Context: an optimization exercise on an open-source flow, tuned for small area, a short achievable clock period and few clock cycles per item. The choices shown serve that exercise and are no tape-out recipe. Only simulation tests tie the RTL to the original design; equivalence was not proved. Power and IR drop assume default switching activity.

`flow/run.sh`:
```
#!/bin/bash
# synth_recipe.tcl (not shown) runs the flow's synth.tcl, then flattens the netlist and writes it again
# the make line also repeats each setting of config.mk as NAME=value (left out here)
make -C /OpenROAD-flow-scripts/flow DESIGN_CONFIG=/design/flow/config.mk WORK_HOME=/design/flow/orfs CLKGATE_MAP_FILE= SYNTH_SCRIPT=/design/flow/synth_recipe.tcl finish
```
`flow/config.mk`:
```
export PLATFORM = sky130hd
export DESIGN_NAME = ppu_render
export DESIGN_NICKNAME = ppu_render
export VERILOG_FILES = /design/flow/design.v
export SDC_FILE = /design/flow/constraint.sdc
export NUM_CORES = 4
export LEC_CHECK = 0
export CAP_MARGIN = 20
export CORE_MARGIN = 2
export CORE_UTILIZATION = 40
export PLACE_DENSITY = 0.6
export SLEW_MARGIN = 20
```
`flow/constraint.sdc`:
```
create_clock -name core_clock -period 5.0 [get_ports {clk}]
set_input_delay 1.0000 -clock core_clock [delete_from_list [all_inputs] [get_ports {clk}]]
set_output_delay 1.0000 -clock core_clock [all_outputs]
set_load 0.01 [all_outputs]
```
`flow/design.v`:
```
module ppu_render (
    input  wire         clk,
    input  wire         rst,
    input  wire         start,
    output wire         busy,
    output reg          done,
    input  wire         pal_we,
    input  wire [1:0]   pal_idx,
    input  wire [23:0]  pal_rgb,
    output reg          vram_re,
    output reg  [14:0]  vram_addr,
    input  wire [7:0]   vram_rdata,
    output reg          fb_we,
    output reg  [7:0]   fb_y,
    output reg  [4:0]   fb_col,
    output reg  [7:0]   fb_paint,
    output reg  [191:0] fb_rgb
);
    localparam [14:0] TILEMAP_BASE = 15'h1000;
    localparam [2:0] S_IDLE = 3'd0,
                     S_MAP  = 3'd1,   
                     S_TILE = 3'd2,   
                     S_P0   = 3'd3,   
                     S_P1   = 3'd4,   
                     S_WR   = 3'd5,   
                     S_FIN  = 3'd6;   
    reg [2:0]  state;
    reg [4:0]  cell_row;    
    reg [4:0]  cell_col;    
    reg [2:0]  tile_row;    
    reg [7:0]  tile;
    reg [7:0]  plane0;
    reg [23:0] pal [0:3];
    always @(posedge clk) begin
        if (pal_we)
            pal[pal_idx] <= pal_rgb;
    end
    assign busy = (state != S_IDLE);
    always @(*) begin
        vram_re   = 1'b0;
        vram_addr = 15'd0;
        case (state)
            S_MAP: begin
                vram_re   = 1'b1;
                vram_addr = TILEMAP_BASE + {5'd0, cell_row, cell_col};
            end
            S_P0: begin
                vram_re   = 1'b1;
                vram_addr = {3'd0, tile, tile_row, 1'b0};
            end
            S_P1: begin
                vram_re   = 1'b1;
                vram_addr = {3'd0, tile, tile_row, 1'b1};
            end
            default: ;
        endcase
    end
    reg [7:0]   span_paint;
    reg [191:0] span_rgb;
    reg [1:0]   ci;
    integer     c;
    always @(*) begin
        for (c = 0; c < 8; c = c + 1) begin
            ci = {vram_rdata[7-c], plane0[7-c]};
            span_paint[c]        = (ci != 2'd0);
            span_rgb[24*c +: 24] = pal[ci];
        end
    end
    always @(posedge clk) begin
        if (rst) begin
            state <= S_IDLE;
            done  <= 1'b0;
            fb_we <= 1'b0;
        end else begin
            done  <= 1'b0;
            fb_we <= 1'b0;
            case (state)
                S_IDLE: begin
                    if (start) begin
                        cell_row <= 5'd0;
                        cell_col <= 5'd0;
                        state    <= S_MAP;
                    end
                end
                S_MAP: begin
                    state <= S_TILE;
                end
                S_TILE: begin
                    tile     <= vram_rdata;
                    tile_row <= 3'd0;
                    state    <= S_P0;
                end
                S_P0: begin
                    state <= S_P1;
                end
                S_P1: begin
                    plane0 <= vram_rdata;
                    state  <= S_WR;
                end
                S_WR: begin
                    fb_we    <= 1'b1;
                    fb_y     <= {cell_row, tile_row};
                    fb_col   <= cell_col;
                    fb_paint <= span_paint;
                    fb_rgb   <= span_rgb;
                    if (tile_row != 3'd7) begin
                        tile_row <= tile_row + 3'd1;
                        state    <= S_P0;
                    end else if (cell_col != 5'd31) begin
                        cell_col <= cell_col + 5'd1;
                        state    <= S_MAP;
                    end else if (cell_row != 5'd27) begin
                        cell_col <= 5'd0;
                        cell_row <= cell_row + 5'd1;
                        state    <= S_MAP;
                    end else begin
                        state    <= S_FIN;
                    end
                end
                S_FIN: begin
                    done  <= 1'b1;
                    state <= S_IDLE;
                end
                default: state <= S_IDLE;
            endcase
        end
    end
endmodule
```
==> flow_summary_export.csv, run 1 <==
group,metric,value,unit
global_routing,antenna_found_initial,2,
floorplanning,coreArea,38740,um^2
synth,async_flop_share,0,
sta,fin_ws,1195,ps
run,maxCapViolCount,0,
cts,ctsHoldBuffers,0,
sta,hold_viol,0,
floorplanning,rows,72,
synth,ys_types,39,
synth,synth.yosys.seq_area_share,0.6506,
floorplanning,start_util,0.4067,
global_routing,track_usage,0.2061,
setup_path,end_kind,"output port",
global_routing,grt_pass1_vias,8918,
setup_path,crit_start,"state[1]",
synth,netlist_area,15750,um^2
floorplanning,dieWidth,202.5,um
drt,drc_errors,0,
setup_path,critical_path_arrival,2810,ps
drt,viasPerCell,5.752,
place,place_area,18770,um^2
setup_path,crit_required,4000,ps
drt,ant_nets,0,
drt,vias,8709,
final_layout,drive_above_1_share,0.2935,
cts,cts_tree,"done",
sta,slew_headroom,0.2841,
worst_hold_path,hp-start,"tile_row[2]",
cts,clock_latency,520,ps
pwr,p_leak,6.351,nW
sta,setup_viol,0,
sta,timing.final.crit_share,0.7610,
floorplanning,die-area,40990,um^2
place,portBuffers,267,
place,dpl.hpwl,25.58,mm
global_routing,overflow,0,
sta,maxSlewViolCount,0,
synth,ys_seq_elements,343,
sta,worst_pin_slew,1074,ps
worst_hold_path,holdPathStages,0,
status,status,"complete, no violations",
sta,skew,13.61,ps
sta,fin_tns_setup,0,ps
worst_hold_path,hold_path.class,"reg -> reg",
cts,cts_buffers,39,
synth,yosys_warnings,1,
place,pre_cts_ws,1757,ps
setup_path,r2r-start,"state[1]",
setup_path,crit_type,"reg -> out",
drt,dr.pass1.iters,5,
final_layout,syn_to_final_growth,27.01,%
place,globalplace.congestion,0.7541,
cts,cts_buffer_depth,3,
sta,min_period,3805,ps
cts,numClockSinks,343,
setup_path,worstSetupStartpointType,"flip-flop",
cts,root_buffer,"clkbuf_16",
final_layout,layout_common_cells,"edfxtp_1, clkdlybuf4s50_1, mux4_2",
final_layout,finalNetCount,1015,
global_routing,grt_start_max_net_pins,76,
synth,ys.flop_type,"edfxtp_1",
final_layout,design_area,20010,um^2
cts,cts_post_setup_buffers_inserted,0,
synth,syn_inst,705,
synth,avgSynthCellArea,22.35,um^2
synth,synth_edf_count,338,
setup_path,reg2regPathDepth,3,
cts,cts_resized,0,
pwr,vdd_drop_max,226.1,uV
drt,wl_per_cell,27.72,um
sta,fmax,262.8,MHz
floorplanning,die_h,202.5,um
final_layout,layout_commonest_cell,"edfxtp_1",
cts,clk_pin_slew,60,ps
floorplanning,design.portCount,270,
global_routing,grt_pass1_wl,61.04,mm
cts,cts.htree.levels,2,
drt,drt_iter0_drc,698,
setup_path,worstPathMaxFanout,24,
drt,finalWirelength,41.97,mm
sta,grt_setup_unrepaired,"no",
pwr,cellPowerDensity,327.6,nW/um^2
pwr,power,6.555,mW
==> logic make-up (layout without fill, tap and decap cells) <==
logic type,Yosys count,after routing,share of synthesized area
compound gates,21,21,0.008418
xor+xnor,6,6,0.003336
fa+ha+maj,5,5,0.003971
buf+inv,59,348,0.02923
flops,343,343,0.6506
mux,201,201,0.2802
other cells,1,3,0.0002380
simple gates,69,69,0.02399
==> report_power, final <==
part	switching [mW]	internal, mW	total (mW)	leakage, nW
registers	0.0962	3.24	3.34	3.10
logic	0.189	0.250	0.439	2.64
clock network	1.09	1.69	2.78	0.610
==> path summary, 6_finish.rpt <==
| check | slack [ps] | end |
|---|---|---|
| setup / recovery | 1190 | vram_addr[11] |
| hold / removal | 540 | fb_y[2] |
| hold reg to reg | 540 | fb_y[2] |
| setup reg to reg | 2130 | fb_rgb[8] |
==> registers in the layout, indices dropped and copies added, names as in the netlist <==
signal    cells
tile_row      3
state         3
tile          8
done          1
fb_we         1
pal          96
fb_y          8
fb_paint      8
cell_col      5
cell_row      5
plane0        8
fb_rgb      192
fb_col        5
==> synthesized netlist by cell type (5+ instances only) <==
| cell type | number | area, um^2 |
|---|---|---|
| edfxtp_1 | 338 | 10150 |
| mux4_2 | 192 | 4324 |
| buf_2 | 26 | 130.1 |
| buf_6 | 26 | 292.8 |
| nor2_1 | 16 | 60.06 |
| nand2_1 | 13 | 48.80 |
| o21ai_0 | 11 | 55.05 |
| mux2i_1 | 9 | 90.09 |
| or2_2 | 9 | 56.30 |
| a21oi_1 | 5 | 25.02 |
| and2_1 | 5 | 31.28 |
| dfxtp_1 | 5 | 100.1 |
| ha_1 | 5 | 62.56 |
| nor3_1 | 5 | 25.02 |
==> stage by stage <==
stage,utilization,std cells,hold WS [ps]
after floorplan,-,706,456.3
after global placement,0.4839,1447,522.2
after detailed placement,0.4845,1448,515.1
after CTS,0.5162,1512,532.3
after global routing,0.5165,1514,547.2
final,0.5165,1514,535.8
==> cell type report <==
type	instances	area, um^2
fillers	3101	18730
flip-flops and latches	343	10250
clock inverters	16	176.4
clock buffers	48	1052
repair buffers	283	2801
diodes	1	2.502
well taps	518	648.1
multi-input cells	304	5075
inverters	1	3.754
==> per-layer routing <==
metal	vias to the layer above	GRT usage	part of all wire
li1	3607	-	-
met1	4605	0.2939	0.41
met2	425	0.3284	0.49
met3	70	0.04205	0.076
met4	2	0.05057	0.022
met5	-	0	0.00021
==> worst max-delay path, cell delays in order, from the launching register on <==
cell,delay (ps)
dfxtp_1,630
nor3b_2,690
a21oi_1,200
nor2b_1,200
clkdlybuf4s50_1,560
Testbench counts, summed over its fixed seeds: cycles 372,772, frames 16.
==> inputs of run 2 (changes only) <==
==> flow/design.v (replaced) <==
module ppu_render (
    input  wire         clk,
    input  wire         rst,
    input  wire         start,
    output wire         busy,
    output reg          done,
    input  wire         pal_we,
    input  wire [1:0]   pal_idx,
    input  wire [23:0]  pal_rgb,
    output wire         vram_re,
    output wire [14:0]  vram_addr,
    input  wire [7:0]   vram_rdata,
    output reg          fb_we,
    output wire [7:0]   fb_y,
    output wire [4:0]   fb_col,
    output wire [7:0]   fb_paint,
    output wire [191:0] fb_rgb
);
    reg        run;         
    reg        startup;     
    reg        ph;          
    reg        mflag;       
    reg [2:0]  r;           
    reg [9:0]  cidx;        
    reg [7:0]  tile;
    reg [7:0]  plane0;
    reg [7:0]  plane1;
    reg [1:0]  rd;          
    reg [23:0] paln1, paln2, paln3;
    always @(posedge clk) begin
        if (pal_we) begin
            case (pal_idx)
                2'd1: paln1 <= ~pal_rgb;
                2'd2: paln2 <= ~pal_rgb;
                2'd3: paln3 <= ~pal_rgb;
                default: ;
            endcase
        end
    end
    wire [9:0] cidx_nx = cidx + 10'd1;
    wire       mslot   = ph & (r == 3'd7) & ~mflag;
    wire       p1slot  = ph & ~mslot;
    wire       idle    = startup & p1slot;
    assign vram_re   = run & ~idle;
    assign vram_addr = mslot ? {3'b001, 2'b00, cidx_nx}
                             : {3'b000, tile, r, ph};
    always @(posedge clk) begin
        if (rst) begin
            run   <= 1'b0;
            rd    <= 2'd0;
            fb_we <= 1'b0;
            done  <= 1'b0;
        end else begin
            done  <= fb_we & ~run & (rd == 2'd0);
            fb_we <= (rd == 2'd3);
            rd    <= 2'd0;
            if (run) begin
                if (!ph) begin
                    ph <= 1'b1;
                    rd <= 2'd2;
                end else if (mslot) begin
                    mflag <= 1'b1;
                    rd    <= 2'd1;
                end else begin
                    ph    <= 1'b0;
                    mflag <= 1'b0;
                    startup <= 1'b0;
                    r     <= r + 3'd1;
                    if (!startup)
                        rd <= 2'd3;
                    if (r == 3'd0)
                        cidx <= cidx_nx;
                    if (r == 3'd7 && cidx == 10'd895)
                        run <= 1'b0;
                end
            end else if (start) begin
                run   <= 1'b1;
                startup <= 1'b1;
                ph    <= 1'b1;
                mflag <= 1'b0;
                r     <= 3'd7;
                cidx  <= 10'h3ff;
            end
        end
    end
    always @(posedge clk) begin
        case (rd)
            2'd1: tile   <= vram_rdata;
            2'd2: plane0 <= vram_rdata;
            2'd3: plane1 <= vram_rdata;
            default: ;
        endcase
    end
    assign busy = run | (rd != 2'd0) | fb_we;
    assign fb_y   = {cidx[9:5], r - 3'd1};
    assign fb_col = cidx[4:0];
    genvar c;
    generate
        for (c = 0; c < 8; c = c + 1) begin : px
            wire b0 = plane0[7-c];
            wire b1 = plane1[7-c];
            wire s1 = b0 & ~b1;
            wire s2 = ~b0 & b1;
            wire s3 = b0 & b1;
            assign fb_paint[c] = b0 | b1;
            assign fb_rgb[24*c +: 24] = ~(({24{s1}} & paln1) |
                                          ({24{s2}} & paln2) |
                                          ({24{s3}} & paln3));
        end
    endgenerate
endmodule
==> run 2 against run 1 <==
Utilization grew 6.3 points. Register-to-register slack gained 570 ps. Cell count shrank 18%. Wire length shrank 22%. Sequential power shrank 64%. Via count shrank 11%. Critical endpoint is now fb_rgb[24].
==> flow_summary_export.csv, run 2 <==
group,metric,value,unit
run,maxCapViolCount,0,
cts,clk_pin_slew,50,ps
setup_path,worstSetupStartpointType,"flip-flop",
cts,cts_resized,0,
final_layout,fin_util,0.5798,
synth,avgSynthCellArea,11.13,um^2
final_layout,finalNetCount,998,
drt,routed-wl-met3,2.605,mm
global_routing,grt_start_max_net_pins,27,
sta,fmax,260.4,MHz
global_routing,antenna_found_initial,1,
place,dpl.hpwl,21.33,mm
drt,drc_errors,0,
synth,async_flop_share,0,
synth,ys_types,36,
floorplanning,design.portCount,270,
setup_path,crit_type,"reg -> out",
synth,yosys_warnings,1,
final_layout,syn_to_final_growth,41.97,%
cts,numClockSinks,117,
final_layout,seqCellArea,3463,um^2
setup_path,end_kind,"output port",
synth,synth_edf_count,112,
worst_hold_path,hold_path.class,"reg -> reg",
final_layout,layout_common_cells,"clkdlybuf4s50_1, mux2_2, a22oi_1",
final_layout,layout_commonest_cell,"clkdlybuf4s50_1",
sta,slew_headroom,0.3176,
cts,root_buffer,"clkbuf_16",
cts,cts.htree.levels,4,
cts,ctsHoldBuffers,0,
setup_path,crit_required,4000,ps
place,pre_cts_ws,1673,ps
place,globalplace.congestion,0.8726,
final_layout,design_area,11770,um^2
sta,setup_viol,0,
final_layout,fillers,1711,
cts,cts_tree,"done",
synth,yosys.area.top_type,"edfxtp_1",
sta,maxSlewViolCount,0,
drt,drt_iter0_drc,793,
synth,synth_common_cells,"a22oi_1, mux2_2, edfxtp_1",
sta,hold_viol,0,
synth,synth_top_area_frac,0.4057,
sta,min_period,3840,ps
sta,skew,7.786,ps
global_routing,grt_pass1_vias,7781,
global_routing,overflow,0,
pwr,cellPowerDensity,258.1,nW/um^2
final_layout,final_cells,1239,
global_routing,track_usage,0.2914,
final_layout,drive_above_1_share,0.2789,
synth,ys_seq_elements,117,
cts,cts_buffer_depth,2,
pwr,vdd_drop_max,234.5,uV
synth,netlist_area,8290,um^2
place,place_area,11100,um^2
place,portBuffers,267,
synth,ys.flop_type,"edfxtp_1",
drt,viasPerCell,6.226,
sta,grt_setup_unrepaired,"no",
cts,cts_buffers,17,
setup_path,critical_path_arrival,2840,ps
synth,syn_inst,745,
drt,finalWirelength,32.89,mm
place,dp_cells,1206,
global_routing,grt_pass1_wl,47.78,mm
drt,wl_met2,16.06,mm
drt,top_layer_used,"met4",
drt,wl_met1,13.21,mm
synth,synth.yosys.seq_area_share,0.4177,
final_layout,top_regs,"paln1: 24 flops, paln2: 24 flops, paln3: 24 flops",
floorplanning,rows,52,
sta,fin_ws,1160,ps
floorplanning,coreArea,20300,um^2
floorplanning,start_util,0.4084,
drt,wl_per_cell,26.55,um
drt,ant_nets,0,
final_layout,multiInputGateArea,4308,um^2
floorplanning,die_h,148.0,um
floorplanning,die-area,21890,um^2
sta,timing.final.crit_share,0.7681,
pwr,p_leak,4.225,nW
setup_path,cpMaxStageDelayCell,"edfxtp_1",
drt,dr.pass1.iters,5,
setup_path,slowest_delay,880,ps
sta,fin_tns_setup,0,ps
setup_path,crit_chain,"buf_4, mux2_2, a22oi_1, clkdlybuf4s50_1",
setup_path,worstPathMaxFanout,14,
drt,vias,7714,
cts,cts_post_setup_buffers_inserted,0,
status,status,"complete, no violations",
cts,clock_latency,410,ps
synth,synth_area_leaders,"edfxtp_1, mux2_2, a22oi_1",
floorplanning,dieWidth,148.0,um
sta,worst_pin_slew,1024,ps
## run 2: changes by cell type in the layout (fill, tap and decap cells not counted), moves of 7 or more
cell             change
mux2_2             +192
a22oi_1            +192
edfxtp_1           -226
buf_2                -8
mux2i_1              -9
inv_1               +31
mux4_2             -192
clkdlybuf4s50_1      +8
buf_4               +15
nor2b_2              +8
nand3_1              +8
clkinv_2             -7
clkbuf_16           -24
## run 2: worst max-delay path, delay by kind of cell (launching register included)
family / cells / cell delay (ps)
flops: 1 / 880
compound gates: 1 / 180
buf+inv: 2 / 990
mux: 1 / 370
## run 2: routing by layer
| layer | vias up | GRT usage |
|---|---|---|
| met1 | 3840 | 0.3740 |
| li1 | 3311 | - |
| met4 | 0 | 0.1129 |
| met2 | 481 | 0.4838 |
| met3 | 82 | 0.06019 |
| met5 | - | 0 |
## run 2: through the flow
step | hold slack [ps] | power (mW)
after floorplan | 440.1 | 1.419
after global placement | 497.7 | 1.661
after detailed placement | 485.0 | 1.667
after CTS | 497.8 | 3.044
after global routing | 529.6 | 3.124
final | 495.8 | 3.037
## run 2: area by class of cell
class	instances	area share
clock inverter	12	0.01903
multi-input combinational	494	0.3660
antenna	1	0.0002126
timing repair buffer	293	0.2436
inverter	32	0.01021
clock buffer	20	0.03795
tap	270	0.02870
sequential	117	0.2942
## run 2: logic make-up after synthesis
kind of cell	after synthesis	synth area share
buf+inv	135	0.06731
other cells	1	0.0004523
mux	192	0.2608
compound gates	214	0.1902
fa+ha+maj	5	0.007546
simple gates	77	0.05177
flops	117	0.4177
xor+xnor	4	0.004227
## run 2: power by group
group / total (mW) / internal, mW / leakage (nW) / switching, mW
Clock: 1.38 / 0.949 / 0.325 / 0.434
Combinational: 0.466 / 0.262 / 2.85 / 0.204
Sequential: 1.19 / 1.12 / 1.05 / 0.0683
Total: 3.04 / 2.33 / 4.23 / 0.706
## run 2: path summary, 6_finish.rpt
path | startpoint | depth (start not counted) | end | slack [ps]
worst max-delay path | plane0[6] | 4 | fb_rgb[24] | 1160
worst min-delay path | rd[0] | 1 | done | 500
worst max register to register | r[0] | 5 | cidx[7] | 2700
worst min register to register | rd[0] | 1 | done | 500
Testbench counts of run 2, summed over its fixed seeds: cycles 243,796, frames 16.
==> inputs of run 3 (changes only) <==
--- a/flow/design.v
+++ b/flow/design.v
@@ -26,3 +26,3 @@
     reg [7:0]  plane0;
-    reg [7:0]  plane1;
+    reg [7:0]  sel1, sel2, sel3;    
     reg [1:0]  rd;          
@@ -89,5 +89,9 @@
             2'd2: plane0 <= vram_rdata;
-            2'd3: plane1 <= vram_rdata;
             default: ;
         endcase
+    end
+    always @(posedge clk) begin
+        sel1 <=  plane0 & ~vram_rdata;
+        sel2 <= ~plane0 &  vram_rdata;
+        sel3 <=  plane0 &  vram_rdata;
     end
@@ -99,8 +103,6 @@
         for (c = 0; c < 8; c = c + 1) begin : px
-            wire b0 = plane0[7-c];
-            wire b1 = plane1[7-c];
-            wire s1 = b0 & ~b1;
-            wire s2 = ~b0 & b1;
-            wire s3 = b0 & b1;
-            assign fb_paint[c] = b0 | b1;
+            wire s1 = sel1[7-c];
+            wire s2 = sel2[7-c];
+            wire s3 = sel3[7-c];
+            assign fb_paint[c] = s1 | s2 | s3;
             assign fb_rgb[24*c +: 24] = ~(({24{s1}} & paln1) |
==> run 3 against run 2 <==
Combinational power rose by 13%. Largest power group is now registers. First-iteration DRC count grew 130%. Global-route usage rose by 1.2 points. Cell area decreased by 14%. Critical path type unchanged. Highest routed layer unchanged. Sequential cell count rose by 16. Total power grew 4.8%. Largest cell class is now flip-flops and latches. Clock-buffer cell count is 6 higher.
==> flow_summary_export.csv, run 3 <==
group,metric,value,unit
status,status,"complete, no violations",
cts,cts.htree.levels,4,
drt,dr.pass1.iters,17,
floorplanning,die-area,18840,um^2
synth,syn_inst,632,
synth,synth_area_leaders,"edfxtp_1, a222oi_1, dfxtp_1",
synth,synth_common_cells,"a222oi_1, edfxtp_1, clkbuf_1",
cts,clock_latency,410,ps
global_routing,grt_pass1_vias,7181,
drt,wl_per_cell,29.00,um
drt,drt_iter0_drc,1850,
sta,hold_viol,0,
cts,cts_buffers,17,
synth,ys_seq_elements,133,
synth,synth_top_area_frac,0.4396,
sta,fin_tns_setup,0,ps
drt,finalWirelength,29.34,mm
final_layout,top_regs,"paln1: 24 flops, paln2: 24 flops, paln3: 24 flops",
floorplanning,rows,48,
global_routing,antenna_found_initial,0,
synth,avgSynthCellArea,11.24,um^2
final_layout,multiInputGateArea,2711,um^2
cts,root_buffer,"clkbuf_16",
sta,setup_viol,0,
synth,yosysMostFrequentCell,"a222oi_1",
global_routing,grt_start_max_net_pins,26,
final_layout,finalNetCount,817,
pwr,p_leak,3.473,nW
setup_path,critical_path_arrival,2450,ps
cts,cts_resized,0,
global_routing,grt_pass1_wl,42.45,mm
global_routing,met3_usage,0.08867,
drt,drc_errors,0,
cts,cts_buffer_depth,2,
setup_path,worstPathMaxFanout,8,
final_layout,layout_common_cells,"clkdlybuf4s50_1, a222oi_1, edfxtp_1",
synth,ys.flop_type,"edfxtp_1",
sta,min_period,3452,ps
pwr,cellPowerDensity,312.9,nW/um^2
sta,timing.final.crit_share,0.6904,
setup_path,crit_required,4000,ps
place,dpl.hpwl,18.09,mm
global_routing,top_usage_layer,"met2",
global_routing,track_usage,0.3032,
place,globalplace.congestion,0.8716,
sta,holdWs,435.0,ps
synth,yosys.area.top_type,"edfxtp_1",
final_layout,fin_util,0.5860,
final_layout,fillers,1406,
floorplanning,design.portCount,270,
sta,fmax,289.7,MHz
cts,clk_pin_slew,50,ps
drt,ant_nets,0,
sta,worst_pin_slew,1041,ps
worst_hold_path,hold_path.class,"reg -> reg",
pwr,vdd_drop_max,250.4,uV
global_routing,use_met1,0.3868,
synth,synth_edf_count,104,
synth,ys_types,39,
cts,cts_post_setup_buffers_inserted,0,
run,maxCapViolCount,0,
sta,slew_headroom,0.3061,
final_layout,drive_above_1_share,0.08005,
setup_path,worstSetupStartpointType,"flip-flop",
drt,viasPerCell,7.167,
setup_path,rrSetupSlack,2210,ps
setup_path,end_kind,"output port",
sta,maxSlewViolCount,0,
synth,yosys_warnings,1,
sta,skew,7.505,ps
final_layout,diodes,0,
global_routing,met2_usage,0.4746,
floorplanning,dieWidth,137.3,um
place,portBuffers,267,
final_layout,seqCellArea,3730,um^2
synth,synth.yosys.seq_area_share,0.5213,
setup_path,crit_type,"reg -> out",
drt,vias,7253,
global_routing,overflow,0,
cts,ctsHoldBuffers,0,
synth,async_flop_share,0,
final_layout,layout_commonest_cell,"clkdlybuf4s50_1",
floorplanning,die_h,137.3,um
final_layout,syn_to_final_growth,43.17,%
synth,netlist_area,7104,um^2
cts,numClockSinks,133,
cts,cts_tree,"done",
floorplanning,start_util,0.4093,
sta,grt_setup_unrepaired,"no",
floorplanning,coreArea,17360,um^2
==> run 3: cell count changes after synthesis, moves of 3 or more <==
cell      delta
buf_2       -31
clkbuf_1    +49
or3_1        +8
a22oi_1    -192
or2_2        -9
a222oi_1   +192
dfxtp_1     +24
nand2_1      +3
inv_1        -4
edfxtp_1     -8
nor2b_1      +6
buf_1       +29
mux2_2     -192
and2_1       +7
==> run 3: cells by family (layout without fill, tap and decap cells) <==
logic type      after synthesis  after routing  share of synthesized area
compound gates              214            214                     0.2897
xor+xnor                      4              4                   0.004932
fa+ha+maj                     5              5                   0.008806
buf+inv                     180            334                    0.09827
flops                       133            133                     0.5213
other cells                   1              2                  0.0005278
simple gates                 95             95                    0.07644
==> run 3: metrics by stage <==
| stage | area (um^2) | total power [mW] | worst slack [ps] | std cells |
|---|---|---|---|---|
| 4_1_cts | 10160 | 3.187 | 1449 | 1012 |
| 5_1_grt | 10170 | 3.283 | 1423 | 1012 |
| 3_3_place_gp | 9525 | 1.927 | 1889 | 980 |
| 3_5_place_dp | 9545 | 1.931 | 1892 | 980 |
| 6_report | 10170 | 3.183 | 1548 | 1012 |
| 2_1_floorplan | 7108 | 1.581 | 2504 | 633 |
==> run 3: worst max-delay path, cell delays in order (launching register included) <==
cell,delay (ps)
edfxtp_1,490
ha_1,250
nand2_1,120
or4_1,440
a31oi_1,190
clkdlybuf4s50_1,560
==> run 3: worst paths after layout <==
check	from	end	depth (start not counted)
max	cidx[0]	vram_addr[8]	5
min	plane0[3]	sel2[3]	1
max reg2reg	r[0]	cidx[9]	5
min reg2reg	plane0[3]	sel2[3]	1
==> run 3: routing by layer <==
| metal | routed length, um | up-vias |
|---|---|---|
| met3 | 4470 | 106 |
| met1 | 10430 | 3431 |
| met5 | 0 | - |
| met4 | 975 | 0 |
| li1 | - | 2975 |
| met2 | 13460 | 741 |
==> run 3: area by class of cell <==
cell class | count | area share
timing repair buffer | 273 | 0.2672
sequential | 133 | 0.3667
tap | 225 | 0.02768
multi-input combinational | 320 | 0.2666
clock buffer | 26 | 0.05536
inverter | 29 | 0.01095
clock inverter | 6 | 0.005536
==> run 3: report_power, final <==
group | total, mW | switching, mW | internal, mW
sequential | 1.40 | 0.151 | 1.25
combinational | 0.526 | 0.216 | 0.310
clock | 1.26 | 0.435 | 0.824
Testbench counts of run 3, summed over its fixed seeds: cycles 243,796, frames 16.
==> inputs of run 4 (changes only) <==
==> flow/flow/run.sh (new file) <==
#!/bin/bash
# The standard ORFS layout, with plain buf_1 cells as the port buffers
# instead of the delay buffers buffer_ports picks by default.
set -euo pipefail
export BUFFER_PORTS_ARGS="-buffer_cell sky130_fd_sc_hd__buf_1"
bash standard.sh finish > orfs_make.log 2>&1
==> flow/standard.sh (new file) <==
#!/bin/bash
# synth_recipe.tcl (not shown) runs the flow's synth.tcl, then flattens the netlist and writes it again
# the make line also repeats each setting of config.mk as NAME=value (left out here)
make -C /OpenROAD-flow-scripts/flow DESIGN_CONFIG=/design/flow/config.mk WORK_HOME=/design/flow/orfs CLKGATE_MAP_FILE= SYNTH_SCRIPT=/design/flow/synth_recipe.tcl "${@:-finish}"
removed: flow/run.sh
==> run 4 against run 3 <==
Global-route usage down 1.5 points. Clock-buffer cell count down 9. Cell count about the same. First-iteration DRC count up 11%. Critical path depth unchanged. Die area unchanged. Synthesized cell count unchanged. Setup slack better by 340 ps. Maximum frequency up 11%. Utilization down 9.5 points. Clock skew down 2.7 ps. Sequential cell count unchanged. Highest routed layer unchanged.
==> flow_summary_export.csv, run 4 <==
group,metric,value,unit
status,status,"complete, no violations",
place,globalplace.congestion,0.8241,
global_routing,grt_pass1_vias,6920,
sta,maxSlewViolCount,0,
pwr,vdd_drop_max,227.3,uV
synth,synth_common_cells,"a222oi_1, edfxtp_1, clkbuf_1",
cts,clk_pin_slew,60,ps
global_routing,grt_pass1_wl,40.31,mm
sta,fin_tns_setup,0,ps
drt,dr.pass1.iters,17,
global_routing,overflow,0,
synth,yosysMostFrequentCell,"a222oi_1",
sta,skew,4.800,ps
drt,finalWirelength,28.37,mm
setup_path,worstSetupStartpointType,"flip-flop",
synth,synth_top_area_frac,0.4396,
pwr,p_leak,2.700,nW
setup_path,crit_required,4000,ps
setup_path,reg2regPathDepth,5,
setup_path,crit_chain,"ha_1, nand2_1, or4_1, a31oi_1, buf_1",
sta,fmax,321.7,MHz
global_routing,grt_start_max_net_pins,26,
synth,ys_seq_elements,133,
synth,synthSimpleGateAreaFrac,0.07644,
drt,ant_nets,0,
setup_path,slowest_delay,490,ps
final_layout,top_regs,"paln1: 24 flops, paln2: 24 flops, paln3: 24 flops",
floorplanning,dieWidth,137.3,um
setup_path,worstPathMaxFanout,8,
drt,vias,7282,
worst_hold_path,hold_path.class,"reg -> reg",
setup_path,r2r_end,"cidx[5]",
setup_path,crit_buf_inv,1,
setup_path,rrSetupSlack,2270,ps
synth,netlist_area,7104,um^2
place,dp_cells,979,
place,dpl.hpwl,17.21,mm
global_routing,antenna_found_initial,0,
setup_path,path_depth,5,
final_layout,final_cells,1011,
final_layout,layout_commonest_cell,"buf_1",
setup_path,crit_start,"cidx[0]",
drt,wl_per_cell,28.06,um
synth,ys.flop_type,"edfxtp_1",
sta,timing.final.crit_share,0.6216,
cts,numClockSinks,133,
synth,synth_edf_count,104,
cts,cts_buffer_depth,2,
place,portBuffers,267,
floorplanning,design.portCount,270,
synth,syn_inst,632,
drt,drt_iter0_drc,2058,
cts,root_buffer,"clkbuf_16",
setup_path,cpMaxStageDelayCell,"edfxtp_1",
synth,avgSynthCellArea,11.24,um^2
final_layout,diodes,0,
cts,cts_buffers,17,
cts,cts_resized,0,
setup_path,end_kind,"output port",
synth,synth.yosys.seq_area_share,0.5213,
floorplanning,die-area,18840,um^2
synth,synth_xor_area_frac,0.004931,
drt,viasPerCell,7.203,
cts,cts.htree.levels,4,
final_layout,layout_common_cells,"buf_1, a222oi_1, edfxtp_1",
synth,synthMuxAreaShare,0,
sta,holdWs,440.6,ps
final_layout,drive_above_1_share,0.08270,
sta,min_period,3108,ps
run,maxCapViolCount,0,
setup_path,r2r-start,"r[0]",
cts,cts_tree,"done",
synth,yosys.area.top_type,"edfxtp_1",
synth,ys_types,39,
sta,worst_pin_slew,988.2,ps
floorplanning,start_util,0.4093,
floorplanning,die_h,137.3,um
sta,hold_viol,0,
synth,synth_area_leaders,"edfxtp_1, a222oi_1, dfxtp_1",
drt,drc_errors,0,
final_layout,fin_util,0.4912,
setup_path,cp-endpoint,"vram_addr[8]",
floorplanning,coreArea,17360,um^2
sta,setup_viol,0,
pwr,cellPowerDensity,362.9,nW/um^2
global_routing,track_usage,0.2886,
final_layout,finalNetCount,816,
synth,synth_top_family_by_area,"compound AO/OA/AOI/OAI gates",
final_layout,syn_to_final_growth,20.01,%
setup_path,cp_top_family,"simple AND/OR/NAND/NOR gates",
synth,yosys_warnings,1,
cts,clock_latency,410,ps
synth,synth-compound-area-share,0.2897,
sta,slew_headroom,0.3412,
sta,grt_setup_unrepaired,"no",
cts,ctsHoldBuffers,0,
setup_path,critical_path_arrival,2110,ps
setup_path,crit_type,"reg -> out",
floorplanning,rows,48,
synth,async_flop_share,0,
synth,synth-adder-area-share,0.008806,
cts,cts_post_setup_buffers_inserted,0,
-- run 4: changes by cell type in the layout (fill, tap and decap cells not counted), sizes merged --
cell and change:
clkdlybuf4s50 -267, buf +266, clkbuf -9, inv +6
bufinv +3, clkinv -3, clkinvlp +3
-- run 4: how the worst min path moves through the flow --
stage / start / endpoint / slack (ps) / cells after the start
after floorplan: plane0[7] / sel2[7] / 420 / 1
after global placement: plane0[5] / sel2[5] / 420 / 1
after detailed placement: plane0[5] / sel2[5] / 420 / 1
after CTS: plane0[5] / sel2[5] / 440 / 1
after global routing: plane0[4] / sel2[4] / 460 / 1
final: plane0[3] / sel2[3] / 440 / 1
-- run 4: area by class of cell --
type,count,area [um^2]
timing repair buffer,272,1047
clock inverter,15,217.7
clock buffer,17,425.4
fill,1637,8831
tap,225,281.5
multi-input combinational,320,2711
inverter,29,111.4
sequential,133,3731
-- run 4: per-stage QoR --
step                      worst slack [ps]  area, um^2  power, mW
after floorplan                       2504        7108      1.581
after CTS                             1882        8518      3.104
after global routing                  1774        8526      3.196
after global placement                2257        7840      1.746
after detailed placement              2247        7875      1.755
final                                 1892        8526      3.094
-- run 4: logic make-up (layout without fill, tap and decap cells) --
family	count (synthesis)	count (layout)
buffers and inverters	180	333
XOR/XNOR	4	4
flip-flops	133	133
AND/OR/NAND/NOR	95	95
other	1	2
adder cells (fa/ha/maj)	5	5
AO/OA/AOI/OAI	214	214
-- run 4: per-layer routing --
metal  global-route usage  share of wire  up-vias
met5                    0              0        -
met4               0.1403          0.044        0
met3              0.09492           0.15      144
met2               0.4353           0.44      781
met1               0.3729           0.36     3384
li1                     -              -     2973
-- run 4: power by group --
part	internal [mW]	switching, mW	total [mW]	leakage [nW]
clock	0.850	0.497	1.35	0.305
combinational	0.141	0.207	0.348	1.21
sequential	1.25	0.153	1.40	1.19
total	2.24	0.857	3.09	2.70
==> inputs of run 5 (changes only) <==
--- a/flow/design.v
+++ b/flow/design.v
@@ -24,2 +24,3 @@
     reg [9:0]  cidx;        
+    reg [9:0]  cnx;         
     reg [7:0]  tile;
@@ -39,3 +40,2 @@
     end
-    wire [9:0] cidx_nx = cidx + 10'd1;
     wire       mslot   = ph & (r == 3'd7) & ~mflag;
@@ -44,3 +44,3 @@
     assign vram_re   = run & ~idle;
-    assign vram_addr = mslot ? {3'b001, 2'b00, cidx_nx}
+    assign vram_addr = mslot ? {3'b001, 2'b00, cnx}
                              : {3'b000, tile, r, ph};
@@ -71,3 +71,3 @@
                     if (r == 3'd0)
-                        cidx <= cidx_nx;
+                        cidx <= cnx;
                     if (r == 3'd7 && cidx == 10'd895)
@@ -84,2 +84,8 @@
         end
+    end
+    always @(posedge clk) begin
+        if (start && !run)
+            cnx <= 10'd0;
+        else
+            cnx <= cidx + 10'd1;
     end
--- a/flow/config.mk
+++ b/flow/config.mk
@@ -9,4 +9,4 @@
 export CORE_MARGIN = 2
-export CORE_UTILIZATION = 40
-export PLACE_DENSITY = 0.6
+export CORE_UTILIZATION = 30
+export PLACE_DENSITY = 0.5
 export SLEW_MARGIN = 20
==> run 5 against run 4 <==
Sequential power rose by 3%. Global-route usage down 6.8 points. Synthesized cell count rose by 2.2%. Sequential share of layout area down 0.49 points. Clock power about the same. Area after synthesis rose by 3.8%. Wire length increased by 6.0%. First-iteration DRC count rose by 17%. Clock skew grew 1.2 ps. Largest cell class unchanged. Cell area rose by 5.8%. Sequential cell count rose by 10. Highest routed layer unchanged. Non-clock buffer count increased by 19.
==> flow_summary_export.csv, run 5 <==
group,metric,value,unit
status,status,"complete, no violations",
global_routing,overflow,0,
setup_path,crit_buf_inv,1,
floorplanning,coreArea,24250,um^2
worst_hold_path,hold_path.class,"reg -> reg",
final_layout,syn_to_final_growth,22.35,%
floorplanning,design.portCount,270,
cts,cts_post_setup_buffers_inserted,0,
pwr,vdd_drop_max,156.1,uV
synth,yosys_warnings,1,
sta,setup_viol,0,
drt,dr.pass1.iters,19,
setup_path,crit_type,"reg -> out",
global_routing,antenna_found_initial,0,
global_routing,met2_usage,0.3307,
sta,fin_ws,1617,ps
drt,viasPerCell,6.384,
cts,cts_buffers,17,
global_routing,met3_usage,0.05217,
synth,synth_xor_area_frac,0.004751,
setup_path,cpMaxStageDelayCell,"edfxtp_1",
setup_path,crit_required,4000,ps
sta,worst_pin_slew,1109,ps
global_routing,grt_pass1_vias,6890,
synth,async_flop_share,0,
place,portBuffers,267,
setup_path,end_kind,"output port",
synth,ys_types,38,
cts,cts_resized,0,
sta,skew,5.978,ps
pwr,p_leak,2.912,nW
sta,slew_headroom,0.2597,
global_routing,grt_start_max_net_pins,26,
global_routing,grt_pass1_wl,42.70,mm
synth,synth_edf_count,104,
synth,yosysMostFrequentCell,"a222oi_1",
synth,synth_top_family_by_area,"compound AO/OA/AOI/OAI gates",
setup_path,slowest_delay,430,ps
cts,clk_pin_slew,60,ps
sta,fmax,295.6,MHz
drt,finalWirelength,30.08,mm
floorplanning,start_util,0.3041,
setup_path,worstSetupStartpointType,"flip-flop",
synth,ys.flop_type,"edfxtp_1",
global_routing,use_met1,0.3070,
cts,cts_buffer_depth,2,
sta,min_period,3383,ps
cts,ctsHoldBuffers,0,
final_layout,multiInputGateArea,2776,um^2
global_routing,track_usage,0.2201,
synth,synth-adder-area-share,0.008485,
synth,netlist_area,7373,um^2
drt,ant_nets,0,
setup_path,cp_common_cell,"ha_1",
synth,yosys.area.top_type,"edfxtp_1",
sta,timing.final.crit_share,0.6766,
synth,ys_seq_elements,143,
synth,avgSynthCellArea,11.41,um^2
setup_path,worstPathMaxFanout,13,
sta,fin_tns_setup,0,ps
synth,syn_inst,646,
place,pre_cts_ws,2066,ps
synth,synth.yosys.seq_area_share,0.5294,
cts,cts.htree.levels,4,
place,globalplace.congestion,0.7642,
setup_path,path_depth,6,
synth,synth-compound-area-share,0.2751,
global_routing,top_usage_layer,"met2",
final_layout,top_regs,"paln1: 24 flops, paln2: 24 flops, paln3: 24 flops",
synth,synthMuxAreaShare,0.01375,
pwr,cellPowerDensity,357.6,nW/um^2
drt,drt_iter0_drc,2407,
synth,synth_common_cells,"a222oi_1, edfxtp_1, clkbuf_1",
drt,drc_errors,0,
cts,numClockSinks,143,
final_layout,fillers,2484,
sta,maxSlewViolCount,0,
final_layout,diodes,0,
setup_path,rrSetupSlack,2850,ps
setup_path,crit_chain,"ha_1, ha_1, nor2b_1, nand2_1, mux2_2, buf_1",
synth,synth_top_area_frac,0.4236,
setup_path,r2r-start,"r[0]",
sta,hold_viol,0,
drt,wl_per_cell,26.34,um
final_layout,layout_common_cells,"buf_1, a222oi_1, edfxtp_1",
setup_path,critical_path_arrival,2380,ps
place,place_area,8384,um^2
final_layout,drive_above_1_share,0.08191,
synth,synthSimpleGateAreaFrac,0.07263,
synth,synth_area_leaders,"edfxtp_1, a222oi_1, dfxtp_1",
floorplanning,die-area,25850,um^2
drt,vias,7291,
worst_hold_path,holdPathStages,1,
cts,cts_tree,"done",
final_layout,finalNetCount,848,
setup_path,r2r_end,"cidx[4]",
setup_path,cp-endpoint,"vram_addr[9]",
final_layout,fin_util,0.3720,
final_layout,design_area,9021,um^2
setup_path,crit_start,"r[0]",
setup_path,cp_top_family,"simple AND/OR/NAND/NOR gates",
cts,clock_latency,420,ps
floorplanning,dieWidth,160.8,um
sta,grt_setup_unrepaired,"no",
place,dpl.hpwl,19.39,mm
run,maxCapViolCount,0,
cts,root_buffer,"clkbuf_16",
final_layout,layout_commonest_cell,"buf_1",
floorplanning,die_h,160.8,um
final_layout,seqCellArea,3904,um^2
floorplanning,rows,57,
setup_path,reg2regPathDepth,5,
[run 5: kinds of logic after synthesis]
| logic type | after synthesis |
|---|---|
| mux | 9 |
| flops | 143 |
| fa+ha+maj | 5 |
| buf+inv | 184 |
| compound gates | 209 |
| other cells | 1 |
| simple gates | 91 |
| xor+xnor | 4 |
[run 5: report_power, final]
group | internal [mW] | switching, mW
Combinational | 0.153 | 0.263
Sequential | 1.33 | 0.107
Clock | 0.843 | 0.528
Total | 2.33 | 0.899
[run 5: cell type report]
type	count	share of cell area
Multi-Input combinational cell	320	0.3078
Tap cell	324	0.04494
Clock buffer	17	0.04716
Sequential cell	143	0.4327
Inverter	32	0.01331
Timing Repair Buffer	291	0.1311
Clock inverter	15	0.02302
[run 5: layer usage]
layer	vias up	wire length (um)
met3	92	3663
met2	682	13300
li1	3039	-
met4	0	1000
met1	3478	12120
met5	-	0
[run 5: worst min-delay path by stage]
stage          slack (ps)       to  startpoint
2_1_floorplan         420  sel2[7]   plane0[7]
3_3_place_gp          440  sel2[0]   plane0[0]
3_5_place_dp          440  sel2[5]   plane0[5]
4_1_cts               450  sel2[5]   plane0[5]
5_1_grt               460  sel2[5]   plane0[5]
6_report              450  sel2[5]   plane0[5]
[run 5: stage by stage]
stage               power [mW]  std cells  hold slack (ps)
floorplan                1.677        647            416.9
finish                   3.226       1142            446.3
CTS                      3.244       1142            447.5
global route             3.335       1142            465.0
detailed placement       1.868       1110            438.5
global placement         1.875       1110            436.5
Testbench counts of run 5, summed over its fixed seeds: cycles 243,796, frames 16.
==> inputs of run 6 (changes only) <==
--- a/flow/config.mk
+++ b/flow/config.mk
@@ -11,2 +11,3 @@
 export PLACE_DENSITY = 0.5
+export SETUP_SLACK_MARGIN = 2.5
 export SLEW_MARGIN = 20
==> run 6 against run 5 <==
Sequential share of layout area is 4.1 points lower. Total power is 0.63% higher. Maximum frequency is 14% higher. Critical path type unchanged. Largest power group unchanged. Highest routed layer unchanged.
==> flow_summary_export.csv, run 6 <==
group,metric,value,unit
final_layout,finalNetCount,897,
synth,avgSynthCellArea,11.41,um^2
global_routing,grt_pass1_vias,6920,
sta,maxSlewViolCount,0,
synth,syn_inst,646,
drt,wl_per_cell,26.58,um
synth,yosysMostFrequentCell,"a222oi_1",
sta,fin_tns_setup,0,ps
cts,cts.htree.levels,4,
final_layout,design_area,10120,um^2
drt,ant_nets,0,
sta,min_period,2969,ps
place,place_area,8416,um^2
cts,root_buffer,"clkbuf_16",
worst_hold_path,hold_path.class,"reg -> reg",
pwr,cellPowerDensity,320.6,nW/um^2
synth,synth.yosys.seq_area_share,0.5294,
cts,numClockSinks,143,
floorplanning,dieWidth,160.8,um
pwr,vdd_drop_max,191.8,uV
synth,yosys_warnings,1,
setup_path,end_kind,"output port",
floorplanning,design.portCount,270,
run,maxCapViolCount,0,
setup_path,worstPathMaxFanout,6,
pwr,p_leak,3.699,nW
final_layout,syn_to_final_growth,37.32,%
place,dp_cells,1110,
pwr,combPwrFrac,0.160,
synth,ys_seq_elements,143,
synth,async_flop_share,0,
synth,synth_top_area_frac,0.4236,
drt,viasPerCell,6.354,
sta,skew,14.96,ps
global_routing,grt_start_max_net_pins,26,
cts,cts_buffers,17,
global_routing,grt_pass1_wl,44.41,mm
pwr,cellInternalPower,2.344,mW
setup_path,critical_path_arrival,1970,ps
cts,clock_latency,420,ps
setup_path,crit_type,"reg -> out",
place,portBuffers,267,
final_layout,final_cells,1190,
sta,fmax,336.8,MHz
place,globalplace.congestion,0.7843,
global_routing,overflow,0,
sta,setup_viol,0,
final_layout,drive_above_1_share,0.3476,
cts,cts_buffer_depth,2,
drt,drc_errors,0,
pwr,power.share.clock,0.403,
drt,drt_iter0_drc,2501,
setup_path,cp_top_family,"flip-flops",
setup_path,crit_buf_inv,1,
sta,worst_pin_slew,997.3,ps
pwr,power.share.sequential,0.437,
floorplanning,coreArea,24250,um^2
final_layout,diodes,0,
synth,synth_edf_count,104,
sta,holdWs,439.7,ps
synth,synth_common_cells,"a222oi_1, edfxtp_1, clkbuf_1",
setup_path,worstSetupStartpointType,"flip-flop",
sta,slew_headroom,0.3337,
final_layout,layout_commonest_cell,"a222oi_1",
status,status,"complete, no violations",
floorplanning,start_util,0.3041,
sta,timing.final.crit_share,0.5938,
final_layout,layout_common_cells,"a222oi_1, buf_2, buf_1",
setup_path,crit_chain,"ha_2, ha_4, nor2b_4, nand2_4, mux2_2, buf_1",
drt,vias,7561,
floorplanning,rows,57,
synth,ys_types,38,
drt,dr.pass1.iters,17,
place,dpl.hpwl,19.19,mm
sta,grt_setup_unrepaired,"yes",
synth,netlist_area,7373,um^2
pwr,power,3.246,mW
setup_path,cpMaxStageDelayCell,"edfxtp_1",
setup_path,slowest_delay,410,ps
drt,finalWirelength,31.63,mm
cts,clk_pin_slew,60,ps
pwr,swShare,0.2778,
synth,ys.flop_type,"edfxtp_1",
pwr,p_switching,0.9018,mW
sta,hold_viol,0,
global_routing,antenna_found_initial,1,
cts,cts_tree,"done",
floorplanning,die_h,160.8,um
cts,ctsHoldBuffers,0,
synth,synth_area_leaders,"edfxtp_1, a222oi_1, dfxtp_1",
setup_path,crit_required,4000,ps
final_layout,top_regs,"paln1: 24 flops, paln2: 24 flops, paln3: 24 flops",
synth,yosys.area.top_type,"edfxtp_1",
global_routing,track_usage,0.2315,
floorplanning,die-area,25850,um^2
run 6: what timing repair did:
action / in CTS / in global routing
cloned: 4 / 0
gates resized for setup: 213 / 100
buffers inserted: 33 / 12
setup endpoints to repair: 214 / 225
pin swaps: 60 / 53
run 6: final cells by class:
| class | count | area (um^2) |
|---|---|---|
| well taps | 324 | 405.4 |
| multi-input cells | 321 | 2865 |
| fillers | 2368 | 14120 |
| repair buffers | 339 | 2158 |
| flip-flops and latches | 143 | 3969 |
| clock inverters | 14 | 181.4 |
| inverters | 32 | 120.1 |
| clock buffers | 17 | 425.4 |
run 6: final timing paths:
| kind | from | to | slack (ps) | depth (start not counted) |
|---|---|---|---|---|
| setup reg to reg | r[0] | cidx[5] | 2860 | 7 |
| hold / removal | plane0[3] | sel2[3] | 440 | 1 |
| setup / recovery | r[0] | vram_addr[2] | 2030 | 6 |
| hold reg to reg | plane0[3] | sel2[3] | 440 | 1 |
run 6: through the flow:
stage	worst slack [ps]	utilization
after detailed placement	2027	0.3471
final	2031	0.4175
after floorplan	2504	-
after global placement	2095	0.3469
after global routing	1961	0.4175
after CTS	2011	0.4066
run 6: layer usage:
layer	track usage	wire length, um	vias up	share of wire
li1	-	-	3145	-
met1	0.3100	12200	3612	0.39
met2	0.3570	14200	714	0.45
met3	0.05424	3966	90	0.13
met4	0.1047	1261	0	0.040
met5	0	0	-	0
run 6: cell families after synthesis:
kind of cell               share of synthesized area
and+or+nand+nor                              0.07263
AOI/OAI and AO/OA                             0.2751
buffers and inverters                        0.09537
xor gates and xnor gates                    0.004752
adders and majority gates                   0.008485
other                                      0.0005086
DFF                                           0.5294
muxes                                        0.01375
run 6: power by group through the flow:
stage	Sequential [mW]	Clock [mW]	Combinational, mW
3_3_place_gp	1.46	0	0.418
3_5_place_dp	1.45	0	0.413
4_1_cts	1.42	1.34	0.487
6_report	1.42	1.31	0.520
5_1_grt	1.42	1.39	0.550
2_1_floorplan	1.37	0	0.311
==> inputs of run 7 (changes only) <==
--- a/flow/design.v
+++ b/flow/design.v
@@ -28,2 +28,5 @@
     reg [7:0]  sel1, sel2, sel3;    
+    reg        ms;          
+    reg        re;          
+    reg        busy_r;
     reg [1:0]  rd;          
@@ -40,47 +43,69 @@
     end
-    wire       mslot   = ph & (r == 3'd7) & ~mflag;
-    wire       p1slot  = ph & ~mslot;
-    wire       idle    = startup & p1slot;
-    assign vram_re   = run & ~idle;
-    assign vram_addr = mslot ? {3'b001, 2'b00, cnx}
-                             : {3'b000, tile, r, ph};
-    always @(posedge clk) begin
-        if (rst) begin
-            run   <= 1'b0;
-            rd    <= 2'd0;
-            fb_we <= 1'b0;
-            done  <= 1'b0;
-        end else begin
-            done  <= fb_we & ~run & (rd == 2'd0);
-            fb_we <= (rd == 2'd3);
-            rd    <= 2'd0;
-            if (run) begin
-                if (!ph) begin
-                    ph <= 1'b1;
-                    rd <= 2'd2;
-                end else if (mslot) begin
-                    mflag <= 1'b1;
-                    rd    <= 2'd1;
-                end else begin
-                    ph    <= 1'b0;
-                    mflag <= 1'b0;
-                    startup <= 1'b0;
-                    r     <= r + 3'd1;
-                    if (!startup)
-                        rd <= 2'd3;
-                    if (r == 3'd0)
-                        cidx <= cnx;
-                    if (r == 3'd7 && cidx == 10'd895)
-                        run <= 1'b0;
-                end
-            end else if (start) begin
-                run   <= 1'b1;
-                startup <= 1'b1;
-                ph    <= 1'b1;
-                mflag <= 1'b0;
-                r     <= 3'd7;
-                cidx  <= 10'h3ff;
+    reg        run_n, startup_n, ph_n, mflag_n;
+    reg [2:0]  r_n;
+    reg [9:0]  cidx_n;
+    reg [1:0]  rd_n;
+    always @(*) begin
+        run_n     = run;
+        startup_n = startup;
+        ph_n      = ph;
+        mflag_n   = mflag;
+        r_n       = r;
+        cidx_n    = cidx;
+        rd_n      = 2'd0;
+        if (run) begin
+            if (!ph) begin
+                ph_n = 1'b1;
+                rd_n = 2'd2;
+            end else if (ms) begin
+                mflag_n = 1'b1;
+                rd_n    = 2'd1;
+            end else begin
+                ph_n      = 1'b0;
+                mflag_n   = 1'b0;
+                startup_n = 1'b0;
+                r_n       = r + 3'd1;
+                if (!startup)
+                    rd_n = 2'd3;
+                if (r == 3'd0)
+                    cidx_n = cnx;
+                if (r == 3'd7 && cidx == 10'd895)
+                    run_n = 1'b0;
             end
+        end else if (start) begin
+            run_n     = 1'b1;
+            startup_n = 1'b1;
+            ph_n      = 1'b1;
+            mflag_n   = 1'b0;
+            r_n       = 3'd7;
+            cidx_n    = 10'h3ff;
         end
     end
+    wire ms_n = ph_n & (r_n == 3'd7) & ~mflag_n;
+    always @(posedge clk) begin
+        startup <= startup_n;
+        ph      <= ph_n;
+        mflag   <= mflag_n;
+        r       <= r_n;
+        cidx    <= cidx_n;
+        ms      <= ms_n;
+        if (rst) begin
+            run    <= 1'b0;
+            re     <= 1'b0;
+            rd     <= 2'd0;
+            fb_we  <= 1'b0;
+            done   <= 1'b0;
+            busy_r <= 1'b0;
+        end else begin
+            run    <= run_n;
+            re     <= run_n & ~(startup_n & ph_n & ~ms_n);
+            rd     <= rd_n;
+            fb_we  <= (rd == 2'd3);
+            done   <= fb_we & ~run & (rd == 2'd0);
+            busy_r <= run_n | (rd_n != 2'd0) | (rd == 2'd3);
+        end
+    end
+    assign vram_re   = re;
+    assign vram_addr = ms ? {3'b001, 2'b00, cnx}
+                          : {3'b000, tile, r, ph};
     always @(posedge clk) begin
@@ -103,3 +128,3 @@
     end
-    assign busy = run | (rd != 2'd0) | fb_we;
+    assign busy = busy_r;
     assign fb_y   = {cidx[9:5], r - 3'd1};
--- a/flow/config.mk
+++ b/flow/config.mk
@@ -9,5 +9,4 @@
 export CORE_MARGIN = 2
-export CORE_UTILIZATION = 30
-export PLACE_DENSITY = 0.5
-export SETUP_SLACK_MARGIN = 2.5
+export CORE_UTILIZATION = 40
+export PLACE_DENSITY = 0.6
 export SLEW_MARGIN = 20
==> run 7 against run 6 <==
Highest routed layer unchanged. Worst hold slack worse by 2.0 ps. Largest cell class unchanged. Area after synthesis is 2.5% higher. Combinational power is 28% higher.
==> flow_summary_export.csv, run 7 <==
group,metric,value,unit
drt,finalWirelength,29.15,mm
place,dpl.hpwl,17.60,mm
sta,skew,9.271,ps
synth,synth_common_cells,"a222oi_1, edfxtp_1, clkbuf_1",
final_layout,layout_common_cells,"buf_1, a222oi_1, edfxtp_1",
drt,wl_per_cell,27.81,um
sta,slew_headroom,0.3410,
setup_path,end_kind,"output port",
sta,worst_pin_slew,986.4,ps
final_layout,diodes,0,
cts,cts_buffer_depth,2,
cts,cts_buffers,17,
pwr,p_leak,2.866,nW
cts,cts_tree,"done",
cts,clock_latency,420,ps
setup_path,crit_type,"reg -> out",
synth,yosys.area.top_type,"edfxtp_1",
synth,ys_types,49,
final_layout,fillers,1725,
sta,timing.final.crit_share,0.5784,
cts,cts_resized,0,
synth,avgSynthCellArea,11.39,um^2
floorplanning,start_util,0.4055,
synth,ys_seq_elements,146,
synth,synth_top_area_frac,0.3893,
sta,grt_setup_unrepaired,"no",
drt,drc_errors,0,
drt,drt_iter0_drc,1985,
pwr,vdd_drop_max,218.7,uV
cts,numClockSinks,146,
synth,syn_inst,664,
cts,cts.htree.levels,4,
floorplanning,die_h,141.5,um
final_layout,syn_to_final_growth,16.96,%
synth,yosys_warnings,1,
cts,root_buffer,"clkbuf_16",
worst_hold_path,hold_path.class,"reg -> reg",
synth,netlist_area,7560,um^2
global_routing,grt_pass1_vias,7132,
synth,async_flop_share,0,
final_layout,drive_above_1_share,0.09705,
setup_path,crit_required,4000,ps
sta,fin_tns_setup,0,ps
setup_path,worstPathMaxFanout,25,
sta,fmax,345.8,MHz
global_routing,track_usage,0.2777,
global_routing,overflow,0,
global_routing,antenna_found_initial,0,
synth,synth_edf_count,98,
final_layout,design_area,8842,um^2
place,portBuffers,267,
sta,maxSlewViolCount,0,
place,place_area,8293,um^2
pwr,cellPowerDensity,389.9,nW/um^2
drt,vias,7510,
synth,ys.flop_type,"edfxtp_1",
place,globalplace.congestion,0.9303,
run,maxCapViolCount,0,
cts,ctsHoldBuffers,0,
floorplanning,die-area,20020,um^2
synth,synth.yosys.seq_area_share,0.5164,
sta,setup_viol,0,
synth,yosysMostFrequentCell,"a222oi_1",
setup_path,worstSetupStartpointType,"flip-flop",
cts,clk_pin_slew,60,ps
drt,ant_nets,0,
floorplanning,coreArea,18640,um^2
global_routing,grt_pass1_wl,41.75,mm
cts,cts_post_setup_buffers_inserted,0,
sta,min_period,2892,ps
setup_path,critical_path_arrival,1890,ps
pwr,power,3.448,mW
final_layout,top_regs,"paln1: 24 flops, paln2: 24 flops, paln3: 24 flops",
final_layout,fin_util,0.4743,
sta,hold_viol,0,
status,status,"complete, no violations",
drt,dr.pass1.iters,19,
drt,viasPerCell,7.166,
floorplanning,dieWidth,141.5,um
synth,synth_area_leaders,"edfxtp_1, a222oi_1, dfxtp_1",
floorplanning,rows,50,
floorplanning,design.portCount,270,
global_routing,grt_start_max_net_pins,27,
final_layout,finalNetCount,844,
final_layout,layout_commonest_cell,"buf_1",
-- run 7: logic make-up (layout without fill, tap and decap cells) --
logic type,count (synthesis),count (layout),share of synthesized area
XOR/XNOR,9,9,0.01043
AND/OR/NAND/NOR,105,105,0.08458
buffers and inverters,183,332,0.09500
adder cells (fa/ha/maj),5,5,0.008275
other,1,2,0.0004960
multiplexers,8,8,0.01192
AO/OA/AOI/OAI,207,207,0.2729
flip-flops,146,146,0.5164
-- run 7: final timing paths --
kind / startpoint / endpoint / slack [ps] / cells past startpoint
worst max-delay path: sel1[0] / fb_rgb[170] / 2110 / 2
worst min-delay path: plane0[0] / sel2[0] / 440 / 1
worst max register to register: run / cidx[9] / 2610 / 2
worst min register to register: plane0[0] / sel2[0] / 440 / 1
-- run 7: cell type report --
type / instances / area [um^2] / area share
Clock inverter: 15 / 108.9 / 0.01231
Tap cell: 234 / 292.8 / 0.03311
Clock buffer: 17 / 425.4 / 0.04811
Multi-Input combinational cell: 336 / 2944 / 0.3330
Timing Repair Buffer: 270 / 1025 / 0.1159
Sequential cell: 146 / 3934 / 0.4449
Inverter: 30 / 112.6 / 0.01274
-- run 7: per-layer routing --
| metal | part of all wire | up-vias | global-route usage |
|---|---|---|---|
| li1 | - | 3048 | - |
| met1 | 0.35 | 3494 | 0.3592 |
| met2 | 0.45 | 792 | 0.4405 |
| met3 | 0.15 | 176 | 0.06581 |
| met4 | 0.050 | 0 | 0.1332 |
| met5 | 0 | - | 0 |
-- run 7: worst max-delay path, stage by stage, from the launching register on --
cell and delay, ps:
dfxtp_2 530, a222oi_1 660, buf_1 260
-- run 7: report_power, final --
group / leakage [nW] / internal, mW / switching (mW)
clock: 0.257 / 0.636 / 0.509
combinational: 1.31 / 0.290 / 0.373
sequential: 1.30 / 1.39 / 0.251
-- run 7: metrics by stage --
step | std cells | hold WS (ps) | setup slack (ps)
2_1_floorplan | 665 | 417.6 | 2521
3_3_place_gp | 1016 | 424.0 | 2174
3_5_place_dp | 1016 | 433.2 | 2105
4_1_cts | 1048 | 447.8 | 1771
5_1_grt | 1048 | 469.8 | 2033
6_report | 1048 | 437.7 | 2108
Testbench counts of run 7, summed over its fixed seeds: cycles 243,796, frames 16.
==> inputs of run 8 (changes only) <==
--- a/flow/config.mk
+++ b/flow/config.mk
@@ -8,2 +8,3 @@
 export CAP_MARGIN = 20
+export CELL_PAD_IN_SITES_DETAIL_PLACEMENT = 1
 export CORE_MARGIN = 2
@@ -11,2 +12,3 @@
 export PLACE_DENSITY = 0.6
+export SETUP_SLACK_MARGIN = 2.5
 export SLEW_MARGIN = 20
==> run 8 against run 7 <==
Still clean. Non-clock buffer count up 78. Via count up 10%. Global-route usage up 6.4 points. Sequential cell count unchanged. Clock power up 8%. Total power up 8.0%. Largest cell class unchanged. Highest routed layer is now met5.
==> flow_summary_export.csv, run 8 <==
group,metric,value,unit
drt,dr.pass1.iters,15,
place,pre_cts_ws,2079,ps
synth,async_flop_share,0,
sta,min_period,2836,ps
sta,worst_pin_slew,1043,ps
drt,ant_nets,0,
run,maxCapViolCount,0,
sta,skew,8.985,ps
setup_path,crit_chain,"a222oi_1, buf_2",
synth,synth.yosys.seq_area_share,0.5164,
setup_path,worstPathMaxFanout,2,
synth,yosys.area.top_type,"edfxtp_1",
global_routing,grt_pass1_wl,50.60,mm
synth,syn_inst,664,
synth,ys.flop_type,"edfxtp_1",
cts,clk_pin_slew,60,ps
final_layout,fin_util,0.5491,
drt,drt_iter0_drc,1978,
synth,ys_types,49,
place,place_area,8293,um^2
setup_path,cpMaxStageDelayCell,"a222oi_1",
status,status,"complete, no violations",
setup_path,crit_buf_inv,1,
final_layout,finalNetCount,922,
setup_path,crit_type,"reg -> out",
sta,timing.final.crit_share,0.5673,
pwr,p_leak,3.820,nW
setup_path,cp_top_family,"compound AO/OA/AOI/OAI gates",
drt,wl_per_cell,32.86,um
sta,fin_ws,2164,ps
sta,maxSlewViolCount,0,
pwr,vdd_drop_max,169.2,uV
setup_path,worstSetupStartpointType,"flip-flop",
global_routing,grt_pass1_vias,8051,
floorplanning,rows,50,
cts,clock_latency,420,ps
cts,cts_tree,"done",
final_layout,drive_above_1_share,0.3782,
final_layout,syn_to_final_growth,35.40,%
synth,synth_area_leaders,"edfxtp_1, a222oi_1, dfxtp_1",
drt,vias,8285,
synth,synth_edf_count,98,
final_layout,layout_commonest_cell,"a222oi_1",
cts,cts.htree.levels,4,
sta,hold_viol,0,
worst_hold_path,hold_path.class,"reg -> reg",
drt,finalWirelength,37.00,mm
sta,holdWs,456.9,ps
setup_path,crit_required,4000,ps
global_routing,antenna_found_initial,2,
final_layout,design_area,10240,um^2
setup_path,end_kind,"output port",
setup_path,slowest_delay,720,ps
floorplanning,design.portCount,270,
drt,viasPerCell,7.358,
synth,synth_common_cells,"a222oi_1, edfxtp_1, clkbuf_1",
floorplanning,dieWidth,141.5,um
place,portBuffers,267,
place,dp_cells,1016,
synth,ys_seq_elements,146,
sta,fin_tns_setup,0,ps
setup_path,critical_path_arrival,1840,ps
sta,slew_headroom,0.3039,
floorplanning,start_util,0.4055,
place,globalplace.congestion,0.9303,
floorplanning,die_h,141.5,um
sta,fmax,352.6,MHz
cts,root_buffer,"clkbuf_16",
floorplanning,die-area,20020,um^2
sta,setup_viol,0,
synth,yosys_warnings,1,
global_routing,track_usage,0.3413,
cts,cts_buffer_depth,2,
cts,cts_buffers,17,
synth,yosysMostFrequentCell,"a222oi_1",
synth,netlist_area,7560,um^2
synth,synth_top_area_frac,0.3893,
final_layout,top_regs,"paln1: 24 flops, paln2: 24 flops, paln3: 24 flops",
global_routing,grt_start_max_net_pins,27,
global_routing,overflow,0,
final_layout,final_cells,1126,
final_layout,layout_common_cells,"a222oi_1, buf_2, edfxtp_1",
drt,drc_errors,0,
sta,grt_setup_unrepaired,"yes",
pwr,power,3.723,mW
floorplanning,coreArea,18640,um^2
cts,numClockSinks,146,
pwr,cellPowerDensity,363.7,nW/um^2
place,dpl.hpwl,18.98,mm
synth,avgSynthCellArea,11.39,um^2
==> run 8: cell counts after synthesis <==
No cell type changed its count.
==> run 8: report_power, final <==
part	switching (mW)	total, mW	internal [mW]	leakage [nW]
Sequential	0.217	1.61	1.39	1.31
Clock	0.506	1.23	0.728	0.280
Combinational	0.481	0.883	0.402	2.23
Total	1.20	3.72	2.52	3.82
==> run 8: final timing paths <==
kind	from	endpoint	slack (ps)	cells after the start
worst max-delay path	paln1[2]	fb_rgb[170]	2160	2
worst min-delay path	plane0[0]	sel2[0]	460	1
worst max register to register	run	cidx[1]	2840	2
worst min register to register	plane0[0]	sel2[0]	460	1
==> run 8: cells by family after synthesis <==
logic type                 Yosys count  synth area share
AOI/OAI and AO/OA                  207            0.2729
buffers and inverters              183           0.09500
xor gates and xnor gates             9           0.01043
adders and majority gates            5          0.008275
and+or+nand+nor                    105           0.08458
muxes                                8           0.01192
DFF                                146            0.5164
other                                1         0.0004960
==> run 8: per-layer routing <==
metal | vias up | global-route usage | wire length [um]
met1 | 3944 | 0.4040 | 12140
li1 | 3208 | - | -
met4 | 4 | 0.2168 | 2607
met2 | 902 | 0.5450 | 16650
met3 | 227 | 0.1006 | 5577
met5 | - | 0 | 23
==> run 8: what timing repair did <==
item,CTS,global route
hold buffers,0,0
cloned,3,5
setup buffers,52,18
setup endpoints to repair,215,212
resized for setup,187,127
pin swaps,78,103
==> run 8: cell type report <==
| type | instances | area [um^2] |
|---|---|---|
| fill | 2003 | 8407 |
| timing repair buffer | 348 | 2293 |
| clock buffer | 17 | 425.4 |
| clock inverter | 14 | 140.1 |
| multi-input combinational | 336 | 2965 |
| antenna | 1 | 2.502 |
| tap | 234 | 292.8 |
| sequential | 146 | 4004 |
| inverter | 30 | 112.6 |

-- what the ideal ports hide --
How much do the figures lean on ideal ports? The routed layouts below were timed once more, with nothing changed but the port constraints. Step 1: set_driving_cell puts a clkbuf_16 on clk and a buf_2 on each other input, an assumption about the parent block. Step 2, shift: input delay + t, output delay - t, t = (earliest + latest rising clock arrival at the registers) / 2. This alone moves slack from input paths to output paths. Slacks: ideal ports / drivers / drivers and shift; pairs: ideal ports / drivers.
| run | t (ns) | slack for setup (ns) | hold slack, ns | latest minus earliest clock arrival (ns) | slew at the worst register clock pin (ns) |
|---|---|---|---|---|---|
| run 1 | 0.564 | 1.195 / 1.144 / 1.708 | 0.536 / 0.536 / 0.536 | 0.015 / 0.014 | 0.06 / 0.06 |
| run 2 | 0.452 | 1.160 / 1.113 / 1.565 | 0.496 / 0.496 / 0.496 | 0.010 / 0.011 | 0.06 / 0.06 |
| run 3 | 0.446 | 1.548 / 1.507 / 1.953 | 0.435 / 0.435 / 0.435 | 0.008 / 0.008 | 0.06 / 0.06 |
| run 4 | 0.448 | 1.892 / 1.849 / 2.270 | 0.441 / 0.441 / 0.441 | 0.011 / 0.011 | 0.07 / 0.07 |
| run 5 | 0.465 | 1.617 / 1.570 / 2.035 | 0.446 / 0.446 / 0.446 | 0.012 / 0.012 | 0.07 / 0.07 |
| run 6 | 0.465 | 2.031 / 1.982 / 2.447 | 0.440 / 0.440 / 0.440 | 0.023 / 0.022 | 0.07 / 0.07 |
| run 7 | 0.469 | 2.108 / 2.061 / 2.076 | 0.438 / 0.438 / 0.438 | 0.015 / 0.015 | 0.07 / 0.07 |
| run 8 | 0.473 | 2.164 / 2.111 / 2.472 | 0.457 / 0.457 / 0.457 | 0.014 / 0.015 | 0.07 / 0.07 |
After both steps every run listed still meets setup and hold. For run 7, which loses most, drivers alone change the setup slack by -0.047 ns; drivers and shift together by -0.032 ns.
